This design comes from an exercise in tuning for small area, a short achievable clock period and few clock cycles on the open sky130 flow, not from production work.
Where RTL was checked, it was by simulation tests only, not by an equivalence proof against the original.
Power figures rest on the tool's default switching activity, not on a simulated workload.

## indigo
Design sctp_enc, start of the top module:
module sctp_enc (
    input  wire        clk,
    input  wire        rst,
    input  wire        cmd_valid,
    output wire        cmd_ready,
    input  wire [3:0]  cmd_op,
    input  wire [63:0] cmd_arg,
    input  wire [3:0]  cmd_cnt,
    input  wire        cmd_last,
    output wire        out_valid,
    input  wire        out_ready,
    output wire [63:0] out_data,
    output wire [3:0]  out_cnt,
    output wire        out_last,
    output wire        out_fault
);
Size in the first run: roughly 1300 cells after synthesis, about 150 I/O pins, ~14000 um^2 of cells after synthesis.
clock: 4.5 ns
lec_check: 0
cap_margin: 20
core_margin: 2
core_utilization: 40
gpl_routability_driven: 0
setup_slack_margin: 1.9
slew_margin: 20
standard.sh (not shown) runs the stock make flow with config.mk's settings and CLKGATE_MAP_FILE= SYNTH_SCRIPT=/design/flow/synth_recipe.tcl, a recipe that flattens the netlist after the stock synthesis.
==> flow/flow/run.sh <==
#!/bin/bash
# Standard ORFS flow, with the ports buffered by buf_1 cells and the clock
# tree built without dummy loads.
export BUFFER_PORTS_ARGS="-buffer_cell sky130_fd_sc_hd__buf_1"
export CTS_ARGS="-sink_clustering_enable -repair_clock_nets -dont_use_dummy_load -sink_clustering_size 28 -sink_clustering_max_diameter 70"
bash standard.sh > standard.log 2>&1
indigo ran to completion and came out clean on the timing, DRC and antenna checks.
Testbench counts of indigo, summed over its fixed seeds: cycles 15,241.
#### Input delta (juniper over indigo)
# indigo
export LEC_CHECK = 0
export CAP_MARGIN = 20
export CORE_MARGIN = 2
export CORE_UTILIZATION = 40
export GPL_ROUTABILITY_DRIVEN = 0
export SETUP_SLACK_MARGIN = 1.9
export SLEW_MARGIN = 20
create_clock -name core_clock -period 4.5 [get_ports {clk}]
# juniper
export LEC_CHECK = 0
export CAP_MARGIN = 20
export CORE_MARGIN = 2
export CORE_UTILIZATION = 55
export SETUP_SLACK_MARGIN = 1.9
export SLEW_MARGIN = 20
create_clock -name core_clock -period 4.5 [get_ports {clk}]
Findings:
In juniper the cell count turned out 128 lower than in indigo. juniper and indigo ended up with roughly the same total detailed-routing wirelength. In the flow results for indigo and juniper, the cell area is smaller on juniper. Taking indigo as the reference, in juniper measured slew at the worst slew-check pin increased 20 ps, count of clock-buffer cells in the layout has increased, power climbed 0.49%.
[inputs] yarrow vs juniper
# juniper
export LEC_CHECK = 0
export CAP_MARGIN = 20
export CORE_MARGIN = 2
export CORE_UTILIZATION = 55
export SETUP_SLACK_MARGIN = 1.9
export SLEW_MARGIN = 20
create_clock -name core_clock -period 4.5 [get_ports {clk}]
# yarrow
export LEC_CHECK = 0
export CAP_MARGIN = 20
export CORE_MARGIN = 2
export CORE_UTILIZATION = 40
export SETUP_SLACK_MARGIN = 1.9
export SLEW_MARGIN = 20
create_clock -name core_clock -period 4.5 [get_ports {clk}]
==> flow/flow/run.sh <==
#!/bin/bash
# Standard ORFS flow, with the ports buffered by buf_1 cells and the clock
# tree built without dummy loads.
export BUFFER_PORTS_ARGS="-buffer_cell sky130_fd_sc_hd__buf_1"
export CTS_ARGS="-sink_clustering_enable -repair_clock_nets -dont_use_dummy_load -sink_clustering_size 28 -sink_clustering_max_diameter 70 -buf_list {sky130_fd_sc_hd__clkbuf_8 sky130_fd_sc_hd__clkbuf_16}"
bash standard.sh > standard.log 2>&1
==> results.txt <==
- Across both runs, share of cell area taken by flip-flops and latches was lower for yarrow than for juniper.
- yarrow against juniper: total standard cell area after synthesis neither gained nor lost much, final area picked up an extra 220 um^2, wire length neither gained nor lost much, worst hold slack picked up an extra 9.6 ps.
- Compared to juniper, yarrow has global-route usage 8.1 points lower.
- Post-route minimum period | yarrow below juniper
- Going from juniper to yarrow, height of the die grew by more than 10%.
- yarrow gives more number of gates on the worst path with buffers counted than juniper did.
- Fmax went up by a few percent going from juniper to yarrow.
- Compared with juniper, yarrow shows final cell count that has gone up by a little under 10%.
Changes in sierra relative to yarrow:
# yarrow
export LEC_CHECK = 0
export CAP_MARGIN = 20
export CORE_MARGIN = 2
export CORE_UTILIZATION = 40
export SETUP_SLACK_MARGIN = 1.9
export SLEW_MARGIN = 20
create_clock -name core_clock -period 4.5 [get_ports {clk}]
# sierra
export LEC_CHECK = 0
export CAP_MARGIN = 20
export CORE_MARGIN = 2
export CORE_UTILIZATION = 40
export SETUP_SLACK_MARGIN = 2.0
export SLEW_MARGIN = 20
create_clock -name core_clock -period 4.5 [get_ports {clk}]
==> flow/flow/run.sh <==
#!/bin/bash
# Standard ORFS flow, with the ports buffered by buf_1 cells and the clock
# tree built without dummy loads.
export BUFFER_PORTS_ARGS="-buffer_cell sky130_fd_sc_hd__buf_1"
export CTS_ARGS="-sink_clustering_enable -repair_clock_nets -dont_use_dummy_load -sink_clustering_size 28 -sink_clustering_max_diameter 70"
bash standard.sh > standard.log 2>&1
### Flow results
- Comparing yarrow and sierra, the lower first-pass iteration count of the detailed router was measured on sierra.
- Summary of sierra over yarrow: total CTS buffers stayed essentially flat; routed wire length rose by 1000 um; starting density of the core stayed essentially flat; post-route core utilization rose by 0.70 points.
- Changes observed in sierra relative to yarrow: clock share of power now smaller; global router's overall resource usage barely changed.
- sierra reports its cell with the largest stage delay on the worst path as sky130_fd_sc_hd__and4b_4 while yarrow reports sky130_fd_sc_hd__edfxtp_1.

---

## lane 1
sctp_enc, a different RTL version from the one above (not shown whole).
Size: about 1,300 cells after synthesis, roughly 240 flip-flops, about 150 I/O pins, about 0.014 mm² of cells after synthesis.
==> flow/config.mk <==
export PLATFORM = sky130hd
export DESIGN_NAME = sctp_enc
export DESIGN_NICKNAME = sctp_enc
export VERILOG_FILES = /design/flow/design.v
export SDC_FILE = /design/flow/constraint.sdc
export NUM_CORES = 4
export LEC_CHECK = 0
export CAP_MARGIN = 20
export CORE_MARGIN = 2
export CORE_UTILIZATION = 40
export SETUP_SLACK_MARGIN = 2.2
export SLEW_MARGIN = 20
==> flow/constraint.sdc <==
create_clock -name core_clock -period 4.5 [get_ports {clk}]
set_input_delay 0.9000 -clock core_clock [delete_from_list [all_inputs] [get_ports {clk}]]
set_output_delay 0.9000 -clock core_clock [all_outputs]
set_load 0.01 [all_outputs]
==> flow/flow/run.sh <==
#!/bin/bash
# Standard ORFS flow, with the ports buffered by buf_2 cells.
export BUFFER_PORTS_ARGS="-buffer_cell sky130_fd_sc_hd__buf_2"
bash standard.sh > standard.log 2>&1
Lane 1: flow completed, timing, DRC and antenna clean
diff inputs: lane 1 => lane 2
Settings: SETUP_SLACK_MARGIN now 1.9, was 2.2.
==> flow/flow/run.sh <==
#!/bin/bash
# Standard ORFS flow, with the ports buffered by buf_1 cells and the clock
# tree built without dummy loads.
export BUFFER_PORTS_ARGS="-buffer_cell sky130_fd_sc_hd__buf_1"
export CTS_ARGS="-sink_clustering_enable -repair_clock_nets -dont_use_dummy_load -sink_clustering_size 28 -sink_clustering_max_diameter 70"
bash standard.sh > standard.log 2>&1
--- outcome ---
The run with more routed wire is lane 1, not lane 2.
Delta (lane 2 minus lane 1): final RePlAce weighted congestion has remained practically unchanged, clock-buffer cell count has decreased, design internal power has decreased.
On clock skew: between lane 2 and lane 1, it ends up lower for lane 1.
Looking at critical path depth across lane 2 and lane 1, the one that comes out higher is lane 2.
On part of the power in the clock network: between lane 2 and lane 1, it ends up higher for lane 1.
The tightest hold margin number comes out lower for lane 1 vs lane 2.
NOTE: clock period minus worst slack in lane 2 exceeds that of lane 1
[diff] clock power, lane 2 relative to lane 1: improvement
In terms of post-placement cell count, lane 1 and lane 2 differ only marginally.
Function was not checked in any run of this note: the RTL went through the layout flow alone.

---

## run A
The RTL this note starts from:
==> flow/design.v <==
module sctp_enc (
    input  wire        clk,
    input  wire        rst,
    input  wire        cmd_valid,
    output wire        cmd_ready,
    input  wire [3:0]  cmd_op,
    input  wire [63:0] cmd_arg,
    input  wire [3:0]  cmd_cnt,
    input  wire        cmd_last,
    output wire        out_valid,
    input  wire        out_ready,
    output wire [63:0] out_data,
    output wire [3:0]  out_cnt,
    output wire        out_last,
    output wire        out_fault
);
    reg [143:0] A;           
    reg [4:0]   k;           
    reg         last_pend;   
    reg         fault_pend;  
    reg         faulted;     
    reg         ev;          
    reg  [87:0] eS;          
    reg         e_leb;       
    reg  [3:0]  enb;         
    reg         elast;       
    reg         efault;      
    reg         ov;          
    reg         ol;          
    reg         rfree;       
    reg         rtake;       
    reg         rx;          
    reg  [2:0]  off;         
    assign out_valid = ov;
    assign out_last  = ol;
    assign out_cnt   = {!ol | k[3], k[2:0] & {3{ol}}};
    assign out_data  = A[63:0];
    assign out_fault = fault_pend;
    wire take = ov && out_ready;
    wire merge = ev && (rfree || (rtake && out_ready));
    assign cmd_ready = rx || (rtake && out_ready);
    wire accept = cmd_valid && cmd_ready;
    wire [3:0]  op = cmd_op;
    wire [63:0] a  = cmd_arg;
    wire big      = (a[63:4] != 60'd0) || (a[3:0] == 4'hF);    
    wire is_data  = (op == 4'd14);
    wire is_sleb  = (op == 4'd9);
    wire leb_op   = (op == 4'd8) || is_sleb || (op == 4'd13);
    wire is_fix   = !op[3] || (op[3:1] == 3'b101);
    wire bad_short = (op == 4'd12) && (a[7:4] != 4'd0);
    reg [8:0] cu, cs;
    integer m;
    always @(*) begin
        for (m = 0; m < 9; m = m + 1) begin
            cu[m] = |(a >> (7*m + 7));
            cs[m] = a[63] ? !(&(a >> (7*m + 6) | ~({64{1'b1}} >> (7*m + 6))))
                          : |(a >> (7*m + 6));
        end
    end
    wire [8:0] c = is_sleb ? cs : cu;
    reg [3:0] hi;
    always @(*) begin
        if (op == 4'd12 || (op == 4'd13 && !big)) hi = a[3:0];
        else if (op == 4'd13)                     hi = 4'hF;
        else                                      hi = 4'h0;
    end
    reg [87:0] S;
    integer i;
    always @(*) begin
        S[7:0] = is_data ? a[7:0] : {hi, op};
        for (i = 1; i < 9; i = i + 1) begin
            if (leb_op)                S[8*i +: 8] = {c[i-1], a[7*(i-1) +: 7]};
            else if (is_data && i < 8) S[8*i +: 8] = a[8*i +: 8];
            else                       S[8*i +: 8] = a[8*(i-1) +: 8];
        end
        S[79:72] = {c[8], a[62:56]};
        S[87:80] = {1'b0, {6{is_sleb & a[63]}}, a[63]};
    end
    wire leb = !faulted && ((op == 4'd8) || is_sleb || (op == 4'd13 && big));
    reg [3:0] nb;
    always @(*) begin
        if (faulted || bad_short)  nb = 4'd0;
        else if (is_data)          nb = cmd_cnt[3] ? 4'd8 : cmd_cnt;
        else if (is_fix) begin
            case ({op[3], op[2:0]})
                4'b0000, 4'b0001: nb = 4'd2;
                4'b0010, 4'b0011: nb = 4'd3;
                4'b0100, 4'b0101,
                4'b1010:          nb = 4'd5;
                default:          nb = 4'd9;
            endcase
        end else                   nb = 4'd1;
    end
    wire [8:0] ec = {eS[79], eS[71], eS[63], eS[55], eS[47], eS[39], eS[31], eS[23], eS[15]};
    wire [3:0] ecnt = {ec[7], ec[3] & !ec[7], (ec[1] & !ec[3]) | (ec[5] & !ec[7]),
                       (ec[0] & !ec[1]) | (ec[2] & !ec[3]) | (ec[4] & !ec[5]) | (ec[6] & !ec[7]) | ec[8]};
    wire [3:0] en = e_leb ? ecnt + 4'd2 : enb;
    wire [95:0]  sh1 = off[0] ? {eS, eS[7:0]}   : {eS[87:80], eS};
    wire [111:0] sh2 = off[1] ? {sh1, sh1[15:0]} : {sh1[95:80], sh1};
    wire [143:0] sh  = off[2] ? {sh2, sh2[31:0]} : {sh2[111:80], sh2};
    reg [4:0] nk;
    reg       nlp, nev;
    always @(*) begin
        nk  = k;
        nlp = last_pend;
        nev = cmd_ready ? cmd_valid : ev;
        if (merge) begin
            nk  = {2'b00, off} + {1'b0, en};
            nlp = elast;
        end else if (take) begin
            if (ol) begin
                nk  = 5'd0;
                nlp = 1'b0;
            end else begin
                nk  = k - 5'd8;
            end
        end
    end
    wire nle8 = !nk[4] && (!nk[3] || nk[2:0] == 3'd0);
    integer j;
    always @(posedge clk) begin
        for (j = 0; j < 18; j = j + 1) begin
            if (merge && j >= off)
                A[8*j +: 8] <= sh[8*j +: 8];
            else if (take && j < 10)
                A[8*j +: 8] <= A[8*j + 64 +: 8];
        end
        if (merge && elast)
            fault_pend <= efault;
        if (!ev || merge) begin
            eS     <= S;
            e_leb  <= leb;
            enb    <= nb;
            elast  <= cmd_last;
            efault <= faulted || bad_short;
        end
        if (rst) begin
            k         <= 5'd0;
            last_pend <= 1'b0;
            faulted   <= 1'b0;
            ev        <= 1'b0;
            ov        <= 1'b0;
            ol        <= 1'b0;
            rfree     <= 1'b1;
            rtake     <= 1'b0;
            rx        <= 1'b1;
            off       <= 3'd0;
        end else begin
            if (accept)
                faulted <= !cmd_last && (faulted || bad_short);
            ev        <= nev;
            k         <= nk;
            last_pend <= nlp;
            ov        <= nk[4] || nk[3] || nlp;
            ol        <= nlp && nle8;
            rfree     <= !nlp && !nk[4] && !nk[3];
            rtake     <= (!nlp && !nk[4] && nk[3]) || (nlp && nle8);
            rx        <= !nev || (!nlp && !nk[4] && !nk[3]);
            off       <= nlp ? 3'd0 : nk[2:0];
        end
    end
endmodule
==> flow/config.mk <==
export PLATFORM = sky130hd
export DESIGN_NAME = sctp_enc
export DESIGN_NICKNAME = sctp_enc
export VERILOG_FILES = /design/flow/design.v
export SDC_FILE = /design/flow/constraint.sdc
export NUM_CORES = 4
export LEC_CHECK = 0
export CAP_MARGIN = 20
export CORE_MARGIN = 2
export CORE_UTILIZATION = 40
export SETUP_SLACK_MARGIN = 2.0
export SLEW_MARGIN = 20
export TNS_END_PERCENT = 20
==> flow/constraint.sdc <==
create_clock -name core_clock -period 4.5 [get_ports {clk}]
set_input_delay 0.9000 -clock core_clock [delete_from_list [all_inputs] [get_ports {clk}]]
set_output_delay 0.9000 -clock core_clock [all_outputs]
set_load 0.01 [all_outputs]
==> flow/flow/run.sh <==
#!/bin/bash
# Standard ORFS flow, with the ports buffered by buf_1 cells and the clock
# tree built without dummy loads.
export BUFFER_PORTS_ARGS="-buffer_cell sky130_fd_sc_hd__buf_1"
export CTS_ARGS="-sink_clustering_enable -repair_clock_nets -dont_use_dummy_load -sink_clustering_size 28 -sink_clustering_max_diameter 70"
bash standard.sh > standard.log 2>&1
Testbench counts of run A, summed over its fixed seeds: cycles 15,241.
Input-level comparison between run B and run A:
- changing SETUP_SLACK_MARGIN from 2.0 to 1.7
- removing TNS_END_PERCENT (formerly 20)
Findings:
Changes observed in run B relative to run A: starting utilization of the core area comparable; sum of net half-perimeters after detailed placement comparable; overall via count from detail_route comparable; overall power after layout now smaller. Non-clock buffer instance count of the final layout in run B is about 1.8% above run A. Compared with run A, run B ends up with less cell area. Logic gate share of total power delta (run A -> run B): insignificant.
Setup changes, run B to run C
- changing SETUP_SLACK_MARGIN from 1.7 to 1.9
- setting PLACE_DENSITY to 0.68 for the first time
- Run C: full flow OK, the timing, DRC and antenna checks passed
- The detailed-route wire length of run C falls short of that of run B by about 1.2%.
- Diff run B..run C | later-pin clock latency in the skew report | negligible
- Run comparison: run C critical setup path kind reg -> reg; run B critical setup path kind in -> reg
- | count of clock-buffer cells in the layout | run C vs run B | 1 higher |
- A critical-path cell with the highest stage delay of sky130_fd_sc_hd__edfxtp_1 is what run C shows, while sky130_fd_sc_hd__or4_4 belongs to run B.
The following lists how run D was set up differently from run C:
- removing PLACE_DENSITY (formerly 0.68)
- changing CORE_UTILIZATION from 40 to 30
[summary]
- Delta (run D minus run C): clock-buffer cell count went up by 4, required time at the worst-slack endpoint went down by 20 ps.
- From run C to run D the numbers moved as follows: x dimension of the die shows an increase of 29 um, non-filler instance count after layout now sits higher, clock group share of total power now sits higher, die area increased 12,000 um2, met2 global-route usage lower.
- Between run D and run C, it is run D whose post-DP HPWL is higher, by about 8%.

---

Setup of exp/umber:
RTL: the design.v shown in full above, as it stands there.
export LEC_CHECK = 0
export CAP_MARGIN = 20
export CORE_MARGIN = 2
export CORE_UTILIZATION = 40
export SETUP_SLACK_MARGIN = 2.1
export SLEW_MARGIN = 20
create_clock -name core_clock -period 4.5 [get_ports {clk}]
Scripts as last shown in full above: flow/flow/run.sh
exp/umber: no failed stages, no open violations at the end
Testbench counts of exp/umber, summed over its fixed seeds: cycles 15,241.
--- input diff exp/umber..exp/sierra ---
# exp/umber
export LEC_CHECK = 0
export CAP_MARGIN = 20
export CORE_MARGIN = 2
export CORE_UTILIZATION = 40
export SETUP_SLACK_MARGIN = 2.1
export SLEW_MARGIN = 20
create_clock -name core_clock -period 4.5 [get_ports {clk}]
# exp/sierra
export LEC_CHECK = 0
export CAP_MARGIN = 5
export CORE_MARGIN = 2
export CORE_UTILIZATION = 40
export SETUP_SLACK_MARGIN = 1.9
export SLEW_MARGIN = 5
create_clock -name core_clock -period 4.5 [get_ports {clk}]
Notes after the runs:
- In the tables for exp/umber and exp/sierra, top fanout value on the critical path reads higher with exp/umber.
- exp/sierra vs. exp/umber: leakage power total now smaller, layout overhead on the synthesized area has decreased, final hold slack up 0.0061 ns, number of placed instances with taps included closely matched the old numbers, share of the clock period used by the worst path after layout now larger.
- Delta (exp/sierra minus exp/umber): total power density per cell area increased by 1.4% relative to the old numbers; net total in the final layout went down 9.
Relative to exp/sierra, the following input files were edited for exp/pepper:
# exp/sierra
export LEC_CHECK = 0
export CAP_MARGIN = 5
export CORE_MARGIN = 2
export CORE_UTILIZATION = 40
export SETUP_SLACK_MARGIN = 1.9
export SLEW_MARGIN = 5
create_clock -name core_clock -period 4.5 [get_ports {clk}]
# exp/pepper
export LEC_CHECK = 0
export CAP_MARGIN = 20
export CORE_MARGIN = 2
export CORE_UTILIZATION = 40
export SETUP_SLACK_MARGIN = 1.8
export SLEW_MARGIN = 20
create_clock -name core_clock -period 4.5 [get_ports {clk}]
Findings:
Timing, DRC, antenna: 0 failures across exp/sierra and exp/pepper
Post-route total power was lower in the run labelled exp/pepper.
From exp/sierra to exp/pepper the numbers moved as follows: fraction of the cycle the final worst path needs higher, leakage dissipation lower, fraction of layout cells with a size suffix above 1 lower.
exp/pepper ended with more critical path depth in cells than exp/sierra.
Of the two values seen for origin of the worst setup path, eS[39] was produced by exp/pepper and eS[55] by exp/sierra.
Cmp exp/pepper vs exp/sierra: non-clock buffer count lower in exp/pepper
In exp/pepper, the first-iteration DRC count came out 122 below the value in exp/sierra.
Clock network area share sits lower in exp/pepper than in exp/sierra.
Relative to exp/sierra, the final net count measured on exp/pepper has decreased slightly.
Inputs modified between exp/pepper and exp/xenon:
# exp/pepper
export LEC_CHECK = 0
export CAP_MARGIN = 20
export CORE_MARGIN = 2
export CORE_UTILIZATION = 40
export SETUP_SLACK_MARGIN = 1.8
export SLEW_MARGIN = 20
create_clock -name core_clock -period 4.5 [get_ports {clk}]
# exp/xenon
export LEC_CHECK = 0
export CAP_MARGIN = 20
export CORE_MARGIN = 2
export CORE_UTILIZATION = 40
export PLACE_DENSITY = 0.75
export SETUP_SLACK_MARGIN = 1.9
export SLEW_MARGIN = 20
create_clock -name core_clock -period 4.5 [get_ports {clk}]
[summary]
exp/pepper -> exp/xenon: overflow left after global routing delta 0, exact match. exp/xenon: worst-margin pin slew is 0.026 ns higher than what exp/pepper reported. Going from exp/pepper to exp/xenon, the share of the clock period used by the worst path after layout was found to have gone down by 5.0 points. Count of clock-buffer cells in the layout: exp/xenon vs exp/pepper down 1. exp/xenon -> exp/pepper: count of max-cap constraint violations delta 0, exact match. [exp/xenon vs exp/pepper] final HPWL from detailed placement: lower in exp/xenon. Share of total power in sequential cells: exp/xenon vs exp/pepper up 0.6 points.
What exp/quartz does differently from exp/xenon at the input level:
# exp/xenon
export LEC_CHECK = 0
export CAP_MARGIN = 20
export CORE_MARGIN = 2
export CORE_UTILIZATION = 40
export PLACE_DENSITY = 0.75
export SETUP_SLACK_MARGIN = 1.9
export SLEW_MARGIN = 20
create_clock -name core_clock -period 4.5 [get_ports {clk}]
# exp/quartz
export LEC_CHECK = 0
export CAP_MARGIN = 20
export CORE_MARGIN = 2
export CORE_UTILIZATION = 40
export SETUP_SLACK_MARGIN = 1.95
export SLEW_MARGIN = 20
create_clock -name core_clock -period 4.5 [get_ports {clk}]
--- outcome ---
Looking at critical path launch point, the cmd_arg[45] result is from exp/quartz; the off[1] one comes from exp/xenon. Internal portion of total power, exp/quartz and exp/xenon, higher one = exp/quartz. Compared with exp/xenon, exp/quartz shows a higher post-route fraction of the period consumed by the critical path. Looking at exp/quartz and exp/xenon, the final cell count is a wash. | power | exp/quartz vs exp/xenon | ≈ equal |. Compared with exp/xenon, exp/quartz has less setup slack. Looking at required time of the critical path across exp/quartz and exp/xenon, the one that comes out lower is exp/quartz. Worst-margin pin slew (lower): exp/quartz.

## what the ideal ports hide
Ports are ideal in the flow. The routed layouts listed here were re-timed in OpenROAD. Step 1, drivers: a clkbuf_16 drives clk and a buf_2 each remaining input, both assumed. Step 2 adds t to the input delays and takes it off the output delays; t is the mean of the earliest and latest rising clock arrival at the registers after step 1. Input paths then give back, and output paths get back, about the clock's delay inside the block. Three values: ideal, step 1, step 2; two values: the first two.
| run | t (ns) | setup slack, ns | hold WS [ns] | worst setup path after step 2 |
|---|---|---|---|---|
| indigo | 0.528 | 1.876 / 1.904 / 1.375 | 0.449 / 0.449 / 0.449 | input to register |
| juniper | 0.533 | 1.932 / 1.932 / 1.463 | 0.418 / 0.418 / 0.418 | input to register |
| yarrow | 0.547 | 2.003 / 2.003 / 1.556 | 0.427 / 0.427 / 0.427 | input to register |
| sierra | 0.544 | 2.008 / 2.018 / 1.492 | 0.399 / 0.399 / 0.399 | input to register |
| lane 1 | 0.580 | 1.880 / 1.875 / 1.295 | 0.430 / 0.430 / 0.430 | input to register |
| lane 2 | 0.534 | 1.755 / 1.773 / 1.239 | 0.472 / 0.472 / 0.472 | input to register |
| run A | 0.526 | 1.929 / 1.929 / 1.479 | 0.429 / 0.429 / 0.429 | input to register |
| run B | 0.526 | 1.853 / 1.854 / 1.354 | 0.430 / 0.430 / 0.430 | input to register |
| run C | 0.522 | 1.923 / 1.923 / 1.508 | 0.427 / 0.427 / 0.427 | input to register |
| run D | 0.557 | 1.886 / 1.886 / 1.395 | 0.422 / 0.422 / 0.422 | input to register |
| exp/umber | 0.543 | 2.022 / 2.022 / 1.595 | 0.421 / 0.421 / 0.421 | input to register |
| exp/sierra | 0.547 | 2.003 / 2.003 / 1.556 | 0.427 / 0.427 / 0.427 | input to register |
| exp/pepper | 0.532 | 1.777 / 1.777 / 1.409 | 0.428 / 0.428 / 0.428 | input to register |
| exp/xenon | 0.533 | 2.004 / 2.004 / 1.504 | 0.434 / 0.434 / 0.434 | input to register |
| exp/quartz | 0.529 | 1.973 / 1.999 / 1.470 | 0.435 / 0.435 / 0.435 | input to register |
After both steps setup and hold are still met in every run listed. The setup slack of lane 1, which loses most, moves by -0.005 ns with the drivers and by -0.585 ns with both steps.
